What follows belongs to an exercise in optimizing a design on an open flow for small area, a short achievable clock period and few clock cycles per item; a production flow would make more cautious choices.
The RTL was checked by simulation tests, not by an equivalence proof against the original design.
Power figures rest on the tool's default switching activity, not on a simulated workload.

==> design.v <==
module owcrc_engine (
    input  wire        clk,
    input  wire        rst,           
    input  wire        host_sel,
    input  wire        host_we,
    input  wire [7:0]  host_addr,
    input  wire [31:0] host_wdata,
    output reg  [31:0] host_rdata
);
    reg [31:0] cmd_q;
    reg        err, ill, wign;
    reg [15:0] crc_acc;
    reg [31:0] devid_lo, devid_hi;
    reg [6:0]  xfer_addr;
    reg [7:0]  xfer_reg;
    reg [4:0]  xfer_len;
    reg [15:0] data_q;
    reg [1:0]  cfg_speed;
    reg [2:0]  cfg_gsel, cfg_isel;
    reg [23:0] res;
    reg [31:0] buf0, buf1, buf2, buf3;
    reg        crc_run;       
    reg [1:0]  widx;          
    reg        lx_run;        
    reg [1:0]  lx_cnt;        
    wire busy = crc_run | lx_run;
    wire wr = host_sel &  host_we;
    wire a_lo = (host_addr[7:6] == 2'b00) && (host_addr[1:0] == 2'b00);
    wire a_hi = (host_addr[7:4] == 4'b0100) && (host_addr[1:0] == 2'b00);
    wire [3:0] ai = host_addr[5:2];
    wire s_cmd  = a_lo && ai == 4'd0;
    wire s_stat = a_lo && ai == 4'd1;
    wire s_crc  = a_lo && ai == 4'd2;
    wire s_dlo  = a_lo && ai == 4'd3;
    wire s_dhi  = a_lo && ai == 4'd4;
    wire s_xfer = a_lo && ai == 4'd5;
    wire s_data = a_lo && ai == 4'd6;
    wire s_cfg  = a_lo && ai == 4'd7;
    wire s_buf  = a_hi;
    wire dropable = s_cmd | s_crc | s_dlo | s_dhi | s_xfer | s_data | s_cfg | s_buf;
    wire wr_ok    = wr & ~busy;
    wire [31:0] status_word = {23'd0, wign, 3'd0, err, ill, 1'b0, err, busy};
    reg  [31:0] rd_lo, rd_buf;
    always @(*) begin
        case (ai)
            4'd0: rd_lo = cmd_q;
            4'd1: rd_lo = status_word;
            4'd2: rd_lo = {16'd0, crc_acc};
            4'd3: rd_lo = devid_lo;
            4'd4: rd_lo = devid_hi;
            4'd5: rd_lo = {11'd0, xfer_len, xfer_reg, 1'b0, xfer_addr};
            4'd6: rd_lo = {16'd0, data_q};
            4'd7: rd_lo = {21'd0, cfg_isel, 1'b0, cfg_gsel, 2'b00, cfg_speed};
            4'd8: rd_lo = {{10{res[21]}}, res[21:0]};
            default: rd_lo = 32'd0;
        endcase
        case (ai[1:0])
            2'd0: rd_buf = buf0;
            2'd1: rd_buf = buf1;
            2'd2: rd_buf = buf2;
            default: rd_buf = buf3;
        endcase
    end
    wire [31:0] rd_val = a_lo ? rd_lo : (a_hi ? rd_buf : 32'd0);
    function [15:0] crc8;
        input [15:0] c;
        input [7:0]  b;
        integer k;
        reg [15:0] x;
        begin
            x = c ^ {8'h00, b};
            for (k = 0; k < 8; k = k + 1)
                x = x[0] ? ((x >> 1) ^ 16'hA001) : (x >> 1);
            crc8 = x;
        end
    endfunction
    wire [15:0] crc_byte_res = crc8(crc_acc, data_q[7:0]);
    reg [31:0] cw;
    always @(*) begin
        case (widx)
            2'd0: cw = buf0;
            2'd1: cw = buf1;
            2'd2: cw = buf2;
            default: cw = buf3;
        endcase
    end
    wire [4:0]  crem  = xfer_len - {1'b0, widx, 2'b00};    
    wire        clast = (crem <= 5'd4);
    wire [1:0]  cn    = clast ? crem[1:0] : 2'd0;          
    wire [31:0] ch_v  = cw ^ {16'h0000, crc_acc};
    reg  [31:0] ch_a;
    always @(*) begin
        case (cn)
            2'd1: ch_a = {ch_v[7:0], 24'h000000};
            2'd2: ch_a = {ch_v[15:0], 16'h0000};
            2'd3: ch_a = {ch_v[23:0], 8'h00};
            default: ch_a = ch_v;
        endcase
    end
    wire [15:0] ch_g;
    assign ch_g[0] = ^(ch_a & 32'hFFFBFFE7);
    assign ch_g[1] = ^(ch_a & 32'h000C0028);
    assign ch_g[2] = ^(ch_a & 32'h00180050);
    assign ch_g[3] = ^(ch_a & 32'h003000A0);
    assign ch_g[4] = ^(ch_a & 32'h00600140);
    assign ch_g[5] = ^(ch_a & 32'h00C00280);
    assign ch_g[6] = ^(ch_a & 32'h01800500);
    assign ch_g[7] = ^(ch_a & 32'h03000A00);
    assign ch_g[8] = ^(ch_a & 32'h06001400);
    assign ch_g[9] = ^(ch_a & 32'h0C002800);
    assign ch_g[10] = ^(ch_a & 32'h18005001);
    assign ch_g[11] = ^(ch_a & 32'h3000A003);
    assign ch_g[12] = ^(ch_a & 32'h60014007);
    assign ch_g[13] = ^(ch_a & 32'hC002800F);
    assign ch_g[14] = ^(ch_a & 32'h7FFEFFF9);
    assign ch_g[15] = ^(ch_a & 32'hFFFDFFF3);
    wire [15:0] chunk = ch_g ^ ((cn == 2'd1) ? {8'h00, crc_acc[15:8]} : 16'h0000);
    wire        dneg  = data_q[15];
    wire [6:0]  dg5   = {3'd0, data_q[3:0]} * 7'd5 + (dneg ? 7'd7 : 7'd4);
    wire [3:0]  dg    = dg5[6:3];
    wire [11:0] dh    = data_q[15:4];
    wire [12:0] dt_v  = {dh[11], dh} * 13'sd10 + {9'd0, dg};
    wire        dt_ok = dneg ? (data_q >= 16'hFC8F) : (data_q <= 16'd2000);
    wire [16:0] bt_m  = {{4{data_q[12]}}, data_q[12:0]} * 17'd10;
    wire [12:0] bt_v  = bt_m[16:4];
    wire        lx_sel_ok = ~cfg_gsel[2] & (cfg_isel != 3'd7);
    wire [3:0]  lx_s   = {2'b00, cfg_gsel[1:0]} + {1'b0, cfg_isel};
    wire [19:0] lx_x   = {data_q, 3'b000} + {4'd0, data_q};    
    function [9:0] lx_step;            
        input [7:0] r;
        input [1:0] b;
        reg [9:0] t;
        reg [9:0] d1, d2, d3;
        begin
            t  = {r, b};
            d1 = t - 10'd250;
            d2 = t - 10'd500;
            d3 = t - 10'd750;
            if (t >= 10'd750)      lx_step = {2'd3, d3[7:0]};
            else if (t >= 10'd500) lx_step = {2'd2, d2[7:0]};
            else if (t >= 10'd250) lx_step = {2'd1, d1[7:0]};
            else                   lx_step = {2'd0, t[7:0]};
        end
    endfunction
    reg [11:0] lx_qn;
    reg [7:0]  lx_rn;
    reg [9:0]  lx_sr;
    integer j;
    always @(*) begin
        lx_qn = res[11:0];
        lx_rn = res[19:12];
        for (j = 0; j < 2; j = j + 1) begin
            lx_sr = lx_step(lx_rn, lx_qn[11:10]);
            lx_qn = {lx_qn[9:0], lx_sr[9:8]};
            lx_rn = lx_sr[7:0];
        end
    end
    wire [7:0]  lx_b  = res[19:12];
    wire [11:1] lx_t  = {lx_b >= 8'd230, lx_b >= 8'd209, lx_b >= 8'd188,
                         lx_b >= 8'd167, lx_b >= 8'd146, lx_b >= 8'd125,
                         lx_b >= 8'd105, lx_b >= 8'd84,  lx_b >= 8'd63,
                         lx_b >= 8'd42,  lx_b >= 8'd21};
    wire [3:0]  lx_h  = {lx_t[8],
                         lx_t[4] & ~lx_t[8],
                         (lx_t[2] & ~lx_t[4]) | (lx_t[6] & ~lx_t[8]) | lx_t[10],
                         (lx_t[1] & ~lx_t[2]) | (lx_t[3] & ~lx_t[4]) |
                         (lx_t[5] & ~lx_t[6]) | (lx_t[7] & ~lx_t[8]) |
                         (lx_t[9] & ~lx_t[10]) | lx_t[11]};
    wire [8:0]  lx_f   = {lx_b, 1'b0} + {5'd0, lx_h};
    wire [20:0] lx_af  = {res[11:0], lx_f};
    wire [3:0]  lx_rs  = 4'd9 - res[23:20];
    wire [20:0] lx_val = lx_af >> lx_rs;
    wire [7:0] op = host_wdata[7:0];
    wire hz      = (host_wdata[31:8] == 24'd0);
    wire op_nop  = hz && op == 8'h00;
    wire op_byte = hz && op == 8'h01;
    wire op_buf  = hz && op == 8'h02;
    wire op_dt   = hz && op == 8'h22;
    wire op_bt   = hz && op == 8'h32;
    wire op_lx   = hz && op == 8'h42;
    wire len_bad = (xfer_len > 5'd16);
    wire c_ill   = ~(op_nop | op_byte | op_buf | op_dt | op_bt | op_lx)
                   | (op_buf & len_bad) | (op_lx & ~lx_sel_ok);
    wire c_rng   = op_dt & ~dt_ok;
    wire start = wr_ok & s_cmd & ~rst;
    always @(posedge clk)
        host_rdata <= rd_val;
    wire [31:0] wd    = host_wdata & {32{~rst}};
    wire [31:0] wd_cfg = wd | {22'd0, rst, rst, 3'd0, rst, 4'd0};
    wire ld_crc  = rst | (wr_ok & s_crc);
    wire ld_dlo  = rst | (wr_ok & s_dlo);
    wire ld_dhi  = rst | (wr_ok & s_dhi);
    wire ld_xfer = rst | (wr_ok & s_xfer);
    wire ld_data = rst | (wr_ok & s_data);
    wire ld_cfg  = rst | (wr_ok & s_cfg);
    wire ld_cmd  = rst | start;
    wire ld_b0   = rst | (wr_ok & s_buf & ai[1:0] == 2'd0);
    wire ld_b1   = rst | (wr_ok & s_buf & ai[1:0] == 2'd1);
    wire ld_b2   = rst | (wr_ok & s_buf & ai[1:0] == 2'd2);
    wire ld_b3   = rst | (wr_ok & s_buf & ai[1:0] == 2'd3);
    always @(posedge clk) begin
        if (ld_dlo)  devid_lo <= wd;
        if (ld_dhi)  devid_hi <= wd;
        if (ld_xfer) begin
            xfer_addr <= wd[6:0];
            xfer_reg  <= wd[15:8];
            xfer_len  <= wd[20:16];
        end
        if (ld_data) data_q <= wd[15:0];
        if (ld_cfg) begin
            cfg_speed <= wd_cfg[1:0];
            cfg_gsel  <= wd_cfg[6:4];
            cfg_isel  <= wd_cfg[10:8];
        end
        if (ld_cmd) cmd_q <= wd;
        if (ld_b0)  buf0 <= wd;
        if (ld_b1)  buf1 <= wd;
        if (ld_b2)  buf2 <= wd;
        if (ld_b3)  buf3 <= wd;
    end
    wire        crc_cmd_ld  = start & ((op_buf & ~len_bad & (xfer_len != 5'd0)) | op_byte);
    wire [15:0] crc_cmd_val = host_wdata[0] ? crc_byte_res : chunk;
    wire [15:0] crc_other   = ld_crc ? wd[15:0] : (crc_run ? chunk : crc_acc);
    always @(posedge clk)
        crc_acc <= crc_cmd_ld ? crc_cmd_val : crc_other;
    wire        res_cmd_ld  = start & (op_dt | op_bt | (op_lx & lx_sel_ok));
    wire [23:0] res_dt      = dt_ok ? {{11{dt_v[12]}}, dt_v} : 24'd0;
    wire [23:0] res_bt      = {{11{bt_v[12]}}, bt_v};
    wire [9:0]  lx_c1       = lx_step(lx_x[19:12], lx_x[11:10]);
    wire [9:0]  lx_c2       = lx_step(lx_c1[7:0], lx_x[9:8]);
    wire [23:0] res_lx0     = {lx_s, lx_c2[7:0], lx_x[7:0], lx_c1[9:8], lx_c2[9:8]};
    wire [23:0] res_cmd_val = host_wdata[6] ? res_lx0 : (host_wdata[4] ? res_bt : res_dt);
    reg  [23:0] res_other;
    always @(*) begin
        res_other = res;
        if (rst)
            res_other = 24'd0;
        else if (lx_run) begin
            if (lx_cnt == 2'd2)
                res_other = {3'd0, lx_val};
            else
                res_other[19:0] = {lx_rn, lx_qn};
        end
    end
    always @(posedge clk)
        res <= res_cmd_ld ? res_cmd_val : res_other;
    always @(posedge clk) begin
        if (rst) begin
            err       <= 1'b0;
            ill       <= 1'b0;
            wign      <= 1'b0;
            crc_run   <= 1'b0;
            widx      <= 2'd0;
            lx_run    <= 1'b0;
            lx_cnt    <= 2'd0;
        end else begin
            if (wr && s_stat && host_wdata[8])
                wign <= 1'b0;
            if (wr && dropable && busy)
                wign <= 1'b1;
            if (start) begin
                err   <= c_ill | c_rng;
                ill   <= c_ill;
                if (op_buf && !len_bad && xfer_len != 5'd0 && !clast) begin
                    crc_run <= 1'b1;
                    widx    <= 2'd1;
                end
                if (op_lx && lx_sel_ok) begin
                    lx_cnt <= 2'd0;
                    lx_run <= 1'b1;
                end
            end
            if (crc_run) begin
                widx <= widx + 2'd1;
                if (clast) begin
                    crc_run <= 1'b0;
                    widx    <= 2'd0;
                end
            end
            if (lx_run) begin
                lx_cnt <= lx_cnt + 2'd1;
                if (lx_cnt == 2'd2)
                    lx_run <= 1'b0;
            end
        end
    end
endmodule
==> flow/run.sh <==
#!/bin/bash
# The standard ORFS layout (standard.sh, standard synthesis unchanged) with
# faster port buffers and timing repair asked to leave extra setup slack.
set -euo pipefail
MARGIN=$(cat flow/margin.txt)
PORTBUF=$(cat flow/portbuf.txt)
bash standard.sh SETUP_SLACK_MARGIN=$MARGIN "BUFFER_PORTS_ARGS=-buffer_cell $PORTBUF" finish > standard.log 2>&1
==> flow/margin.txt <==
8.2
==> flow/portbuf.txt <==
sky130_fd_sc_hd__buf_4
==> standard.sh <==
#!/bin/bash
# synth_recipe.tcl (not shown) runs the flow's synth.tcl, then flattens the netlist and writes it again
# the make line also repeats each setting of config.mk as NAME=value (left out here)
make -C /OpenROAD-flow-scripts/flow DESIGN_CONFIG=/design/flow/config.mk WORK_HOME=/design/flow/orfs CLKGATE_MAP_FILE= SYNTH_SCRIPT=/design/flow/synth_recipe.tcl "${@:-finish}"
==> config.mk <==
export PLATFORM = sky130hd
export DESIGN_NAME = owcrc_engine
export DESIGN_NICKNAME = owcrc_engine
export VERILOG_FILES = /design/flow/design.v
export SDC_FILE = /design/flow/constraint.sdc
export NUM_CORES = 4
export LEC_CHECK = 0
export CAP_MARGIN = 20
export CORE_MARGIN = 2
export CORE_UTILIZATION = 45
export SLEW_MARGIN = 20
export TNS_END_PERCENT = 0
==> constraint.sdc <==
create_clock -name core_clock -period 12.0 [get_ports {clk}]
set_input_delay 2.4000 -clock core_clock [delete_from_list [all_inputs] [get_ports {clk}]]
set_output_delay 2.4000 -clock core_clock [all_outputs]
set_load 0.01 [all_outputs]
==> flow_summary.toml, run 1 <==
[placed_design]
place_hpwl_um = 50800
place.detailed.instances = 2667
port_buffers = 75
place_ws_ns = 5.75
place_congestion = 0.948
placedInstanceArea_um2 = 23200

[cells_and_area]
final-instance-count-excl-fill = 2837
synthToLayoutAreaGrowth_pct = 18.5
drive_above_1_share = 0.219
layout.nets = 2319
finish.instance_area_um2 = 26100

[sta]
achievable-frequency_ghz = 0.203
timing.final.hold_violations = 0
setup_viol_count_final = 0
period_needed_ns = 4.91
worst_clock_skew_ns = 0.0251
period_utilization_post_route = 0.410
final.setup.tns_ns = 0
relSlewSlack = 0.258
least_margin_pin_slew_ns = 1.11
final_critical_path_setup_slack_ns = 7.09
unrepaired_setup_endpoints_after_global_routing = "true"
fin_worst_hold_slack_ns = 0.471
timing_max_transition_violations_final = 0

[synth]
synthTopCellsByCount = "edfxtp_1, a21oi_1, nand2_1"
synth_area_um2 = 22000
mappedNetlistNets = 2205
avgSynthCellArea_um2 = 10.7
yosys-top-cells-area = "edfxtp_1, ha_1, xnor2_1"
number_of_flops_mapped_to_enable_cells_by_yosys = 308
async_reset_ff_frac = 0
seq_area_frac_synth = 0.457
synth_top_flop_cell = "edfxtp_1"
post-synth-top-area-fraction = 0.420
yosysWarningCount = 1
yosysUniqueCellTypes = 100
synthMostInstantiatedCell = "edfxtp_1"
synth_largest_area_cell = "edfxtp_1"
ys_ff_latch = 349
synthesis.instances = 2067

[outcome]
run_status = "finished clean"

[route]
route.detailed.vias_per_inst = 6.56
finalWirelength_um = 76300
avgRoutedWirePerCell_um = 26.9
first_pass_iters = 7
post_route_ant_nets = 0
dr.first_iter.drc_count = 2202
drcViolationCount = 0
num_vias = 18600

[grt]
grt_first_pass_wirelength_um = 112000
grt_antenna_before_repair = 7
grt_pass1_vias = 17800
maximum_number_of_pins_on_one_net_before_global_route_repair = 47
grtUsageTotal = 0.295
grt_overflow_total = 0

[critical_path]
critical_path_arrival_ns = 5.27
timing.critical_path.to_type = "flip-flop"
reg2reg_setup_slack_ns = 7.17
path_max_fanout = 39
path_class = "in -> reg"
critPathRequiredTime_ns = 12.36
worstSetupStartpointType = "primary input"

[die]
die_x_um = 225
fp.dieArea_um2 = 50700
core_area_um2 = 48600
ioPinCount = 76
starting_density = 0.453
dieHeight_um = 225
core.rowCount = 81

[clock_tree]
cts.reportedPaths.clkPinSlew_ns = 0.06
cts_tree = "yes"
number_of_buffers_added_by_the_clock_tree_synthesis_step = 39
cts.sink_count = 349
clock_tree.htree_level_count = 2
clockBufferDepth = 3
cts_hold_repair.buffers = 0
worst_skew_pair.late_latency_ns = 0.56
root_buffer = "clkbuf_16"

[power]
power_leakage_nw = 9.50
power.ir.vdd_worst_uv = 138
power-per-cell-area_nw_per_um2 = 191

[run]
max_cap_viols = 0

[worst_hold_path]
hold_class = "reg -> reg"
==> path summary, 6_finish.rpt <==
path / from / end / depth (start not counted)
worst max-delay path: host_addr[3] / crc_acc[7] / 7
worst min-delay path: ill / ill / 1
worst max register to register: data_q[0] / res[0] / 18
worst min register to register: ill / ill / 1
==> per-layer routing <==
metal	global-route usage	wire length, um	vias to the layer above
li1	-	-	8253
met1	0.382	30400	9179
met2	0.470	35300	1013
met3	0.0752	7350	174
met4	0.124	3270	4
met5	0	26	-
==> critical path, cell delays in order <==
cell and delay (ns):
buf_4 0.52, nand2b_1 0.31, nor3_2 0.53, buf_4 0.33, and3_1 0.67, a221oi_1 0.22
a31oi_1 0.26
==> cells by family (layout without fill, tap and decap cells) <==
logic type,count (synthesis),count (layout),share of synthesized area
compound gates,670,670,0.215
simple gates,520,521,0.115
flops,349,349,0.457
buf+inv,190,334,0.0347
xor+xnor,163,163,0.0668
fa+ha+maj,94,94,0.0558
mux,81,81,0.0558
other cells,0,3,0
==> timing repair <==
| action | 4_1_cts | 5_1_grt |
|---|---|---|
| pin swaps | 26 | 25 |
| setup endpoints to repair | 382 | 389 |
| cloned | 0 | 1 |
| buffers inserted | 55 | 39 |
| gates resized for setup | 79 | 73 |
==> cells in the final DEF, fill, tap and decap left out, types with 32 or more instances in the layout <==
cell type,synthesis,routed
edfxtp_1,308,308
nor2b_1,61,60
a22oi_1,52,52
buf_4,1,200
dfxtp_1,41,41
o21ai_0,94,89
mux4_2,32,32
clkbuf_16,0,40
nand2_1,161,157
mux2i_1,36,34
xor2_1,49,48
a21oi_1,167,158
nor2_1,118,109
nor3_1,38,32
xnor2_1,109,98
a21o_1,37,36
ha_1,87,70
inv_1,54,51
a222oi_1,57,57
==> power by group <==
| group | internal, mW | switching (mW) | total [mW] |
|---|---|---|---|
| registers | 1.47 | 0.123 | 1.60 |
| clock network | 0.754 | 0.501 | 1.26 |
| logic | 0.916 | 1.20 | 2.12 |
==> cell type report <==
| cell class | count | area [um^2] |
|---|---|---|
| multi-input cells | 1529 | 12100 |
| inverters | 59 | 236 |
| diodes | 3 | 7.51 |
| well taps | 622 | 778 |
| repair buffers | 203 | 1540 |
| clock buffers | 50 | 1090 |
| clock inverters | 22 | 269 |
| fillers | 4301 | 22600 |
| flip-flops and latches | 349 | 10100 |
==> per-stage QoR <==
step | utilization | total power [mW]
2_1_floorplan | - | 2.98
4_1_cts | 0.522 | 4.81
3_5_place_dp | 0.477 | 3.43
6_report | 0.536 | 4.97
3_3_place_gp | 0.477 | 3.43
5_1_grt | 0.536 | 5.21
Testbench counts, summed over its fixed seeds: cycles 14,518, commands 1,920.
==> run 2: changes to the inputs <==
--- a/design.v
+++ b/design.v
@@ -228,5 +228,3 @@
     wire [23:0] res_bt      = {{11{bt_v[12]}}, bt_v};
-    wire [9:0]  lx_c1       = lx_step(lx_x[19:12], lx_x[11:10]);
-    wire [9:0]  lx_c2       = lx_step(lx_c1[7:0], lx_x[9:8]);
-    wire [23:0] res_lx0     = {lx_s, lx_c2[7:0], lx_x[7:0], lx_c1[9:8], lx_c2[9:8]};
+    wire [23:0] res_lx0     = {lx_s, lx_x[19:12], lx_x[11:0]};
     wire [23:0] res_cmd_val = host_wdata[6] ? res_lx0 : (host_wdata[4] ? res_bt : res_dt);
@@ -238,3 +236,3 @@
         else if (lx_run) begin
-            if (lx_cnt == 2'd2)
+            if (lx_cnt == 2'd3)
                 res_other = {3'd0, lx_val};
@@ -281,3 +279,3 @@
                 lx_cnt <= lx_cnt + 2'd1;
-                if (lx_cnt == 2'd2)
+                if (lx_cnt == 2'd3)
                     lx_run <= 1'b0;
==> flow/run.sh (replaced) <==
#!/bin/bash
# The standard ORFS layout (standard.sh, standard synthesis unchanged) with
# faster port buffers, free cell sizing, and timing repair asked to leave
# extra setup slack.
set -euo pipefail
MARGIN=$(cat flow/margin.txt)
PORTBUF=$(cat flow/portbuf.txt)
bash standard.sh SETUP_SLACK_MARGIN=$MARGIN MATCH_CELL_FOOTPRINT=0 "BUFFER_PORTS_ARGS=-buffer_cell $PORTBUF" finish > standard.log 2>&1
--- a/config.mk
+++ b/config.mk
@@ -9,3 +9,3 @@
 export CORE_MARGIN = 2
-export CORE_UTILIZATION = 45
+export CORE_UTILIZATION = 30
 export SLEW_MARGIN = 20
==> run 2 against run 1 <==
Effect of this change: total power decreased by 5.6%; maximum frequency up 12%; core utilization is 18 points lower; critical path type unchanged; critical endpoint is now crc_acc[0].
==> flow_summary.toml, run 2 <==
[synth]
post_synth_fa_ha_maj_area_fraction = 0.0535
combinational_family_with_the_most_area_after_synthesis = "compound AO/OA/AOI/OAI gates"
number_of_flops_mapped_to_enable_cells_by_yosys = 308
yosysWarningCount = 1
avgSynthCellArea_um2 = 10.9
ys_ff_latch = 349
synth_top_flop_cell = "edfxtp_1"
yosys-top-cells-area = "edfxtp_1, ha_1, xnor2_1"
synth_largest_area_cell = "edfxtp_1"
synthesis.instances = 1929
synthMostInstantiatedCell = "edfxtp_1"
fraction_of_the_mapped_netlist_area_in_compound_gates = 0.193
synthXorXnorAreaFrac = 0.0675
seq_area_frac_synth = 0.477
synth_area_um2 = 21100
yosysUniqueCellTypes = 89
post_synth_and_or_nand_nor_area_fraction = 0.118
synthTopCellsByCount = "edfxtp_1, a21oi_1, nand2_1"
mappedNetlistNets = 2059
post-synth-top-area-fraction = 0.439
async_reset_ff_frac = 0
muxShareOfSynthArea = 0.0564

[clock_tree]
cts.reportedPaths.clkPinSlew_ns = 0.06
cts_hold_repair.buffers = 0
clock_tree.htree_level_count = 2
clockBufferDepth = 3
cts_tree = "yes"
cts.sink_count = 349
worst_skew_pair.late_latency_ns = 0.55
root_buffer = "clkbuf_16"
number_of_buffers_added_by_the_clock_tree_synthesis_step = 38

[grt]
grt_first_pass_wirelength_um = 106000
grt_overflow_total = 0
grt_pass1_vias = 16500
grt_antenna_before_repair = 6
maximum_number_of_pins_on_one_net_before_global_route_repair = 52
grtUsageTotal = 0.189

[sta]
period_needed_ns = 4.37
achievable-frequency_ghz = 0.229
final.setup.tns_ns = 0
setup_viol_count_final = 0
timing.final.hold_violations = 0
period_utilization_post_route = 0.364
unrepaired_setup_endpoints_after_global_routing = "true"
timing_max_transition_violations_final = 0
relSlewSlack = 0.189
worst_clock_skew_ns = 0.0165
least_margin_pin_slew_ns = 1.21

[power]
seq_power_share = 0.343
power_switching_share = 0.373
power.ir.vdd_worst_uv = 106
power.clock.fraction = 0.240
power_leakage_nw = 9.08
netSwitchingPower_mw = 1.75
power.internal_mw = 2.94
design_power_total_mw = 4.69
combinational_share_of_power = 0.417
power-per-cell-area_nw_per_um2 = 188

[placed_design]
place_congestion = 0.906
placedInstanceArea_um2 = 22700
place_hpwl_um = 48700
port_buffers = 75

[critical_path]
path_class = "in -> reg"
critPathRequiredTime_ns = 12.27
worst_r2r_src = "widx[0]"
critical_path_arrival_ns = 4.64
reg2reg_setup_slack_ns = 7.76
timing.critical_path.to_type = "flip-flop"
worstSetupStartpointType = "primary input"
worst_setup_path_startpoint = "host_wdata[10]"
path_max_fanout = 6

[route]
dr.first_iter.drc_count = 2360
finalWirelength_um = 72200
route.detailed.vias_per_inst = 5.84
num_vias = 17500
met3_length_um = 7780
drcViolationCount = 0
post_route_ant_nets = 0
highest_layer = "met4"
drt-met1-wl_um = 29600
first_pass_iters = 7
wl_met2_um = 32600
avgRoutedWirePerCell_um = 24.1

[cells_and_area]
synthToLayoutAreaGrowth_pct = 18.6
layout.cells.most_common_list = "edfxtp_1, buf_4, a21oi_1, nand2_1, nor2_1"
drive_above_1_share = 0.200
finish.instance_area_um2 = 25000
layout.nets = 2157
layout.cells.most_common = "edfxtp_1"

[worst_hold_path]
hold_path_startpoint = "ill"
hold_class = "reg -> reg"

[die]
core_area_um2 = 69800
starting_density = 0.302
fp.dieArea_um2 = 72400
die_x_um = 269
ioPinCount = 76
dieHeight_um = 269
core.rowCount = 97

[run]
max_cap_viols = 0

[outcome]
run_status = "finished clean"
run 2: layout make-up:
class	count	area, um^2
Antenna cell	1	2.50
Clock buffer	50	1070
Clock inverter	19	126
Fill cell	6776	44800
Inverter	54	209
Multi-Input combinational cell	1405	10900
Sequential cell	349	10100
Tap cell	940	1180
Timing Repair Buffer	179	1450
run 2: stage by stage:
stage	hold WS, ns	cells	setup slack, ns	util
final	0.458	2997	7.63	0.358
after global routing	0.476	2996	7.58	0.358
after CTS	0.460	2959	7.71	0.351
after detailed placement	0.447	2848	5.92	0.325
after global placement	0.443	2848	5.57	0.325
after floorplan	0.427	1929	7.38	-
run 2: power groups by stage:
stage	Combinational, mW	Sequential, mW	Clock [mW]
after floorplan	1.36	1.56	0
after global routing	2.11	1.62	1.18
after CTS	1.83	1.63	1.13
after detailed placement	1.74	1.67	0
final	1.96	1.61	1.13
after global placement	1.72	1.66	0
run 2: worst max-delay path: stages:
cell      delay (ns)
buf_8           0.10
nor4_4          0.50
nand4_1         0.34
nor2_4          0.23
nand4_1         0.12
buf_6           0.17
a21oi_4         0.15
buf_12          0.14
mux2i_4         0.25
nand4b_1        0.14
o211ai_1        0.09
run 2: path summary, 6_finish.rpt:
kind,end,cells past startpoint
worst max register to register,crc_acc[14],14
worst min register to register,ill,1
worst min-delay path,ill,1
worst max-delay path,crc_acc[0],11
run 2: cells by family (layout without fill, tap and decap cells):
logic type | Yosys count | in the layout
AOI/OAI and AO/OA | 592 | 592
and+or+nand+nor | 499 | 503
DFF | 349 | 349
buffers and inverters | 179 | 302
xor gates and xnor gates | 149 | 149
adders and majority gates | 86 | 86
muxes | 75 | 75
other | 0 | 1
run 2: what timing repair did:
action / CTS / global route
setup endpoints to repair: 388 / 388
pin swaps: 17 / 25
setup buffers: 40 / 34
resized for setup: 67 / 47
gates cloned: 2 / 3
run 2: metal layers:
layer  vias to the layer above  track usage
met3                       130       0.0350
li1                       7679            -
met1                      8639        0.262
met2                      1049        0.300
met5                         -            0
met4                         0       0.0604
Testbench counts of run 2, summed over its fixed seeds: cycles 14,986, commands 1,920.

-- afterwards: timing with drivers on the ports --
The results above use ideal ports. As a check the final layouts listed here were re-extracted and re-timed, cells and wires unchanged.
Step 1, drivers: a clkbuf_16 drives clk and a buf_2 each remaining input, both assumed.
Step 2 moves the port delays by t, midway between the first and last clock arrival at a register: inputs arrive t later, outputs are due t later. That takes back most of the time a late clock gives input paths.
Slacks: ideal / step 1 / step 2; pairs: ideal / step 1.
| run | shift t [ns] | setup WS [ns] | latest minus earliest clock arrival (ns) | worst register clock-pin slew, ns | cell pins on the clock port's net |
|---|---|---|---|---|---|
| run 1 | 0.607 | 7.085 / 7.118 / 6.511 | 0.025 / 0.025 | 0.06 / 0.06 | 1 |
| run 2 | 0.593 | 7.628 / 7.604 / 7.011 | 0.019 / 0.019 | 0.07 / 0.07 | 1 |
After both steps setup and hold are still met in every run listed. The setup slack of run 2, which loses most, moves by -0.024 ns with the drivers and by -0.617 ns with both steps.
